Background: an optimization exercise with open tools, aiming at small area and a short achievable clock period. Do not read the settings as production practice. In this exercise RTL edits were held to simulation tests only and were not proved equivalent to the original. Power figures rest on the tool's default switching activity, not on a simulated workload.

==> 05-14 <==
==> flow/design.v <==
module bte_row_coder (
    input  wire         clk,
    input  wire         rst,           
    input  wire         in_valid,
    input  wire         in_first,      
    input  wire [127:0] in_row,        
    output reg          out_valid,
    output reg  [3:0]   out_hdr,
    output reg  [7:0]   out_min,
    output reg  [4:0]   out_len,       
    output reg  [127:0] out_payload    
);
    integer c, i, s, p;
    function [7:0] sub8;
        input [7:0] a;
        input [7:0] b;
        integer k;
        reg cy;
        begin
            cy = 1'b1;
            for (k = 0; k < 8; k = k + 1) begin
                sub8[k] = a[k] ^ ~b[k] ^ cy;
                cy = (a[k] & ~b[k]) | (a[k] & cy) | (~b[k] & cy);
            end
        end
    endfunction
    function [7:0] min16;
        input [127:0] v;
        integer k, j;
        reg [15:0] alive;
        reg        z;
        begin
            alive = 16'hFFFF;
            for (k = 7; k >= 0; k = k - 1) begin
                z = 1'b0;
                for (j = 0; j < 16; j = j + 1)
                    z = z | (alive[j] & ~v[8*j+k]);
                min16[k] = ~z;
                for (j = 0; j < 16; j = j + 1)
                    alive[j] = alive[j] & ~(v[8*j+k] & z);
            end
        end
    endfunction
    function [4:0] add5;
        input [4:0] a;
        input [4:0] b;
        integer k;
        reg cy;
        begin
            cy = 1'b0;
            for (k = 0; k < 5; k = k + 1) begin
                add5[k] = a[k] ^ b[k] ^ cy;
                cy = (a[k] & b[k]) | (a[k] & cy) | (b[k] & cy);
            end
        end
    endfunction
    reg         r1_valid;
    reg         r1_first;
    reg [127:0] r1_row;
    always @(posedge clk) begin
        r1_valid <= rst ? 1'b0 : in_valid;
        r1_first <= in_first;
        r1_row   <= in_row;
    end
    wire [7:0] prev_byte;
    wire [7:0] prev_delta;
    wire [7:0] pred_byte  = r1_first ? 8'd0 : prev_byte;
    wire [7:0] pred_delta = r1_first ? 8'd0 : prev_delta;
    reg [127:0] a_d;
    always @(*) begin
        for (c = 0; c < 16; c = c + 1)
            a_d[8*c +: 8] = sub8(r1_row[8*c +: 8], (c == 0) ? pred_byte : r1_row[8*(c-1) +: 8]);
    end
    wire [7:0] a_min_p = min16(r1_row);
    wire [7:0] a_min_d = min16(a_d);
    wire       a_deq0  = (a_d[7:0] == pred_delta);
    reg         r2_valid;
    reg [127:0] P;
    reg [127:0] D;
    reg [7:0]   min_p;
    reg [7:0]   min_d;
    reg         deq0;
    always @(posedge clk) begin
        r2_valid     <= rst ? 1'b0 : r1_valid;
        P[119:0]     <= r1_row[119:0];
        D[119:0]     <= a_d[119:0];
        min_p        <= a_min_p;
        min_d        <= a_min_d;
        deq0         <= a_deq0;
        if (r1_valid) begin
            P[127:120] <= r1_row[127:120];
            D[127:120] <= a_d[127:120];
        end
    end
    assign prev_byte  = P[127:120];
    assign prev_delta = D[127:120];
    reg [15:0] m_eq;      
    reg [15:0] m_deq;     
    always @(*) begin
        for (c = 0; c < 16; c = c + 1) begin
            m_eq[c] = ~|D[8*c +: 8];
            if (c == 0) m_deq[c] = deq0;
            else        m_deq[c] = ~|(D[8*c +: 8] ^ D[8*(c-1) +: 8]);
        end
    end
    function [35:0] count_tree;    
        input [15:0] m;
        reg [1:0] s1 [0:7];
        reg [2:0] s2 [0:3];
        reg [3:0] s3 [0:1];
        integer j;
        begin
            for (j = 0; j < 8; j = j + 1) s1[j] = {m[2*j] & m[2*j+1], m[2*j] ^ m[2*j+1]};
            for (j = 0; j < 4; j = j + 1) s2[j] = add5({3'd0, s1[2*j]}, {3'd0, s1[2*j+1]});
            for (j = 0; j < 2; j = j + 1) s3[j] = add5({2'd0, s2[2*j]}, {2'd0, s2[2*j+1]});
            for (j = 0; j < 8; j = j + 1) count_tree[2*j +: 2] = s1[j];
            for (j = 0; j < 4; j = j + 1) count_tree[16+3*j +: 3] = s2[j];
            for (j = 0; j < 2; j = j + 1) count_tree[28+4*j +: 4] = s3[j];
        end
    endfunction
    function [63:0] ones_below;
        input [15:0] m;
        input [35:0] t;
        reg [3:0] b2 [0:3];
        reg [3:0] b1 [0:7];
        integer j;
        begin
            b2[0] = 4'd0;
            b2[1] = {1'b0, t[18:16]};
            b2[2] = t[31:28];
            b2[3] = add5({1'b0, t[31:28]}, {2'd0, t[24:22]});
            for (j = 0; j < 4; j = j + 1) begin
                b1[2*j]   = b2[j];
                b1[2*j+1] = add5({1'b0, b2[j]}, {3'd0, t[4*j +: 2]});
            end
            for (j = 0; j < 8; j = j + 1) begin
                ones_below[8*j +: 4]   = b1[j];
                ones_below[8*j+4 +: 4] = add5({1'b0, b1[j]}, {4'd0, m[2*j]});
            end
        end
    endfunction
    wire [35:0] ct_eq  = count_tree(m_eq);
    wire [35:0] ct_deq = count_tree(m_deq);
    wire [4:0]  ones_eq  = add5({1'b0, ct_eq[31:28]},  {1'b0, ct_eq[35:32]});
    wire [4:0]  ones_deq = add5({1'b0, ct_deq[31:28]}, {1'b0, ct_deq[35:32]});
    wire [4:0]  n_p = 5'd16 - ones_eq;     
    wire [4:0]  n_d = 5'd16 - ones_deq;
    reg [127:0] uP, uD;
    reg [7:0]   or_p, or_d;
    always @(*) begin
        or_p = 8'd0; or_d = 8'd0;
        for (c = 0; c < 16; c = c + 1) begin
            uP[8*c +: 8] = sub8(P[8*c +: 8], min_p);
            uD[8*c +: 8] = sub8(D[8*c +: 8], min_d);
            or_p = or_p | uP[8*c +: 8];
            or_d = or_d | uD[8*c +: 8];
        end
    end
    function [2:0] width_of;
        input [7:0] o;
        begin
            if      (|o[7:5]) width_of = 3'd6;
            else if (o[4])    width_of = 3'd5;
            else if (o[3])    width_of = 3'd4;
            else if (o[2])    width_of = 3'd3;
            else if (o[1])    width_of = 3'd2;
            else if (o[0])    width_of = 3'd1;
            else              width_of = 3'd0;
        end
    endfunction
    wire [2:0] b_p = width_of(or_p);
    wire [2:0] b_d = width_of(or_d);
    wire [4:0] lit_cost  = (b_p == 3'd6) ? 5'd16 : {1'b0, b_p, 1'b1};
    wire [4:0] del_cost  = (b_d == 3'd6) ? 5'd16 : {1'b0, b_d, 1'b1};
    wire [4:0] rle_cost  = n_p + 5'd2;
    wire [4:0] drle_cost = n_d + 5'd2;
    wire sel_lit = (lit_cost <= del_cost) && (lit_cost <= rle_cost) && (lit_cost <= drle_cost);
    wire sel_del = !sel_lit && (del_cost <= rle_cost) && (del_cost <= drle_cost);
    wire sel_rle = !sel_lit && !sel_del && (rle_cost <= drle_cost);
    wire raw     = sel_lit && (b_p == 3'd6);
    wire use_pk  = (sel_lit && !raw) || sel_del;
    wire       pk_d = (b_d < b_p);
    wire [2:0] pk_b = pk_d ? b_d : b_p;
    wire       pk_b1 = (pk_b == 3'd1), pk_b2 = (pk_b == 3'd2), pk_b3 = (pk_b == 3'd3),
               pk_b4 = (pk_b == 3'd4), pk_b5 = (pk_b == 3'd5);
    reg  [79:0] pk_u;      
    reg  [79:0] pack;
    always @(*) begin
        for (c = 0; c < 16; c = c + 1)
            pk_u[5*c +: 5] = pk_d ? uD[8*c +: 5] : uP[8*c +: 5];
        for (i = 0; i < 80; i = i + 1)
            pack[i] = (pk_b1 & (i < 16) & pk_u[(5*(i/1) + (i%1)) % 80])
                    | (pk_b2 & (i < 32) & pk_u[(5*(i/2) + (i%2)) % 80])
                    | (pk_b3 & (i < 48) & pk_u[(5*(i/3) + (i%3)) % 80])
                    | (pk_b4 & (i < 64) & pk_u[(5*(i/4) + (i%4)) % 80])
                    | (pk_b5 &            pk_u[5*(i/5) + (i%5)]);
    end
    wire         rl_d   = (n_d < n_p) && (n_d < 5'd14);
    wire         rl_raw = (n_p >= 5'd14) && (n_d >= 5'd14);
    wire [15:0]  rl_m   = rl_d ? m_deq : m_eq;
    wire [63:0]  rl_sh  = rl_d ? ones_below(m_deq, ct_deq) : ones_below(m_eq, ct_eq);
    reg [3:0]   sh   [0:17];
    reg [7:0]   val  [0:17];
    reg [3:0]   sh_n   [0:17];
    reg [7:0]   val_n  [0:17];
    reg mv;
    always @(*) begin
        for (p = 0; p < 18; p = p + 1) begin
            if (p < 2) begin
                val[p] = rl_m[8*p +: 8]; sh[p] = 4'd0;
            end else begin
                val[p]  = rl_d ? D[8*(p-2) +: 8] : P[8*(p-2) +: 8];
                sh[p]   = rl_raw ? 4'd2 : rl_sh[4*(p-2) +: 4];
            end
        end
        for (s = 0; s < 4; s = s + 1) begin
            for (p = 0; p < 18; p = p + 1) begin
                mv = (p + (1 << s) < 18) ? sh[p + (1 << s)][s] : 1'b0;
                if (mv) begin
                    val_n[p] = val[p + (1 << s)]; sh_n[p] = sh[p + (1 << s)];
                end else begin
                    val_n[p] = val[p]; sh_n[p] = sh[p];
                end
            end
            for (p = 0; p < 18; p = p + 1) begin
                val[p] = val_n[p]; sh[p] = sh_n[p];
            end
        end
    end
    reg [127:0] payload;
    always @(*) begin
        for (p = 0; p < 16; p = p + 1)
            payload[8*p +: 8] = val[p];
        if (use_pk)
            payload[79:0] = pack;
    end
    reg [3:0] hdr;
    reg [7:0] mn;
    reg [4:0] len;
    always @(*) begin
        mn = pk_d ? min_d : min_p;
        if (sel_lit) begin
            if (raw) begin hdr = 4'd15; len = 5'd16; end
            else     begin hdr = {1'b0, b_p}; len = {1'b0, b_p, 1'b0}; end
        end else if (sel_del) begin
            hdr = {1'b1, b_d}; len = {1'b0, b_d, 1'b0};
        end else if (sel_rle) begin
            hdr = 4'd7; len = rle_cost;
        end else begin
            hdr = 4'd6; len = drle_cost;
        end
    end
    always @(posedge clk) begin
        out_valid   <= rst ? 1'b0 : r2_valid;
        out_hdr     <= hdr;
        out_min     <= mn;
        out_len     <= len;
        out_payload <= payload;
    end
endmodule
==> flow/flow/run.sh <==
#!/bin/bash
# Layout flow: the standard ORFS flow (standard.sh) with two changes:
#  - the port buffers are the platform's plain buffer (buf_1) instead of the
#    delay buffer buffer_ports picks by default; every port still gets one;
#  - the final technology mapping in synthesis (abc) runs flow/abc_map.script,
#    a delay-targeted mapping with area recovery, instead of ORFS's
#    abc_area.script.  Everything else in the standard flow's synthesis script is kept,
#    so the registers, their names and cells are those of the standard
#    synthesis.
set -euo pipefail
here=$(pwd)
{
  echo "proc abc {args} {"
  echo "  set i [lsearch -exact \$args -script]"
  echo "  if {\$i >= 0} { lset args [expr {\$i + 1}] $here/flow/abc_map.script }"
  echo "  yosys abc {*}\$args"
  echo "}"
  cat synth_recipe.tcl
} > synth_custom.tcl
bash standard.sh SYNTH_SCRIPT="$here/synth_custom.tcl" \
    BUFFER_PORTS_ARGS="-buffer_cell sky130_fd_sc_hd__buf_1" finish > standard_flow.log 2>&1
==> flow/flow/abc_map.script <==
strash
dch -f
map -D 4500
mfs2
strash
dch -f
map -D 4500
topo
stime -c
buffer -c
upsize -c -D 4500
dnsize -c -D 4500
==> flow/standard.sh <==
#!/bin/bash
# synth_recipe.tcl (not shown) runs the flow's synth.tcl, then flattens the netlist and writes it again
# the make line also repeats each setting of config.mk as NAME=value (left out here)
make -C /OpenROAD-flow-scripts/flow DESIGN_CONFIG=/design/flow/config.mk WORK_HOME=/design/flow/orfs CLKGATE_MAP_FILE= SYNTH_SCRIPT=/design/flow/synth_recipe.tcl "${@:-finish}"
==> flow/config.mk <==
export PLATFORM = sky130hd
export DESIGN_NAME = bte_row_coder
export DESIGN_NICKNAME = bte_row_coder
export VERILOG_FILES = /design/flow/design.v
export SDC_FILE = /design/flow/constraint.sdc
export NUM_CORES = 4
export LEC_CHECK = 0
export ABC_AREA = 1
export CAP_MARGIN = 20
export CORE_MARGIN = 2
export CORE_UTILIZATION = 45
export CTS_CLUSTER_DIAMETER = 80
export CTS_CLUSTER_SIZE = 20
export SLEW_MARGIN = 20
==> flow/constraint.sdc <==
create_clock -name core_clock -period 55.0 [get_ports {clk}]
set_input_delay 11.0000 -clock core_clock [delete_from_list [all_inputs] [get_ports {clk}]]
set_output_delay 11.0000 -clock core_clock [all_outputs]
set_load 0.01 [all_outputs]
==> 03-28: changes against 05-14 <==
--- a/flow/design.v
+++ b/flow/design.v
@@ -120,7 +120,5 @@
     endfunction
-    function [63:0] ones_below;
-        input [15:0] m;
+    function [31:0] ones_below_pair;
         input [35:0] t;
         reg [3:0] b2 [0:3];
-        reg [3:0] b1 [0:7];
         integer j;
@@ -132,8 +130,4 @@
             for (j = 0; j < 4; j = j + 1) begin
-                b1[2*j]   = b2[j];
-                b1[2*j+1] = add5({1'b0, b2[j]}, {3'd0, t[4*j +: 2]});
-            end
-            for (j = 0; j < 8; j = j + 1) begin
-                ones_below[8*j +: 4]   = b1[j];
-                ones_below[8*j+4 +: 4] = add5({1'b0, b1[j]}, {4'd0, m[2*j]});
+                ones_below_pair[8*j +: 4]   = b2[j];
+                ones_below_pair[8*j+4 +: 4] = add5({1'b0, b2[j]}, {3'd0, t[4*j +: 2]});
             end
@@ -147,11 +141,43 @@
     wire [4:0]  n_d = 5'd16 - ones_deq;
-    reg [127:0] uP, uD;
-    reg [7:0]   or_p, or_d;
-    always @(*) begin
-        or_p = 8'd0; or_d = 8'd0;
+    function [5:0] sub5;
+        input [4:0] a;
+        input [4:0] b;
+        integer k;
+        reg bw;
+        begin
+            bw = 1'b0;
+            for (k = 0; k < 5; k = k + 1) begin
+                sub5[k] = a[k] ^ b[k] ^ bw;
+                bw = (~a[k] & b[k]) | (~a[k] & bw) | (b[k] & bw);
+            end
+            sub5[5] = bw;
+        end
+    endfunction
+    function no_borrow3;
+        input [2:0] a;
+        input [3:0] h;
+        input       bin;
+        integer k;
+        reg bw;
+        begin
+            bw = bin;
+            for (k = 0; k < 3; k = k + 1)
+                bw = (~a[k] & h[k]) | (~a[k] & bw) | (h[k] & bw);
+            no_borrow3 = ~(h[3] | bw);
+        end
+    endfunction
+    wire [3:0] mh1_p = {1'b0, min_p[7:5]} + 4'd1;
+    wire [3:0] mh1_d = {1'b0, min_d[7:5]} + 4'd1;
+    reg [79:0] uP, uD;        
+    reg [5:0]  op, od;
+    reg [5:0]  or_p, or_d;    
+    always @(*) begin
+        or_p = 6'd0; or_d = 6'd0;
         for (c = 0; c < 16; c = c + 1) begin
-            uP[8*c +: 8] = sub8(P[8*c +: 8], min_p);
-            uD[8*c +: 8] = sub8(D[8*c +: 8], min_d);
-            or_p = or_p | uP[8*c +: 8];
-            or_d = or_d | uD[8*c +: 8];
+            op = sub5(P[8*c +: 5], min_p[4:0]);
+            od = sub5(D[8*c +: 5], min_d[4:0]);
+            uP[5*c +: 5] = op[4:0];
+            uD[5*c +: 5] = od[4:0];
+            or_p = or_p | {no_borrow3(P[8*c+5 +: 3], mh1_p, op[5]), op[4:0]};
+            or_d = or_d | {no_borrow3(D[8*c+5 +: 3], mh1_d, od[5]), od[4:0]};
         end
@@ -159,5 +185,5 @@
     function [2:0] width_of;
-        input [7:0] o;
-        begin
-            if      (|o[7:5]) width_of = 3'd6;
+        input [5:0] o;
+        begin
+            if      (o[5])    width_of = 3'd6;
             else if (o[4])    width_of = 3'd5;
@@ -189,3 +215,3 @@
         for (c = 0; c < 16; c = c + 1)
-            pk_u[5*c +: 5] = pk_d ? uD[8*c +: 5] : uP[8*c +: 5];
+            pk_u[5*c +: 5] = pk_d ? uD[5*c +: 5] : uP[5*c +: 5];
         for (i = 0; i < 80; i = i + 1)
@@ -200,3 +226,3 @@
     wire [15:0]  rl_m   = rl_d ? m_deq : m_eq;
-    wire [63:0]  rl_sh  = rl_d ? ones_below(m_deq, ct_deq) : ones_below(m_eq, ct_eq);
+    wire [31:0]  rl_sh  = rl_d ? ones_below_pair(ct_deq) : ones_below_pair(ct_eq);
     reg [3:0]   sh   [0:17];
@@ -212,5 +238,8 @@
                 val[p]  = rl_d ? D[8*(p-2) +: 8] : P[8*(p-2) +: 8];
-                sh[p]   = rl_raw ? 4'd2 : rl_sh[4*(p-2) +: 4];
-            end
-        end
+                sh[p]   = rl_raw ? 4'd2 : rl_sh[4*((p-2)/2) +: 4];
+            end
+        end
+        for (p = 2; p < 18; p = p + 2)
+            if (!rl_raw && rl_m[p-2])
+                val[p] = val[p+1];
         for (s = 0; s < 4; s = s + 1) begin
==> flow/flow/abc_map.script (replaced) <==
strash
dch -f
map -D 5000
mfs2
strash
dch -f
map -D 5000
topo
stime -c
buffer -c
upsize -c -D 5000
dnsize -c -D 5000
==> notes.md <==
Of 05-14 and 03-28, 03-28 has the higher global-route usage (gap 3.7 points). Against 03-28, the non-clock buffer count of 05-14 is lower by 5. Against 05-14, the combinational power of 03-28 is larger by 16%. Between 05-14 and 03-28, the lower fmax is in 05-14 (gap about 1.7%, measured against 03-28). In worst hold slack, 03-28 and 05-14 hardly differ.

-- static timing again, ports no longer ideal --
No port has a modelled driver above. Below, the same layouts with a new extraction and two added sets of constraints. Step 1, drivers: a clkbuf_16 drives clk and a buf_2 each remaining input, both assumed. Step 2, shift: input delay + t, output delay - t, t = (earliest + latest rising clock arrival at the registers) / 2. This alone moves slack from input paths to output paths. a / b / c = no drivers / after step 1 / after step 2; a / b = the first two.
run	t, ns	setup WS [ns]	worst register clock-pin slew, ns
05-14	0.746	42.568 / 42.498 / 43.243	0.09 / 0.09
03-28	0.695	42.784 / 42.741 / 42.784	0.09 / 0.09
After both steps setup and hold are still met in every run listed.
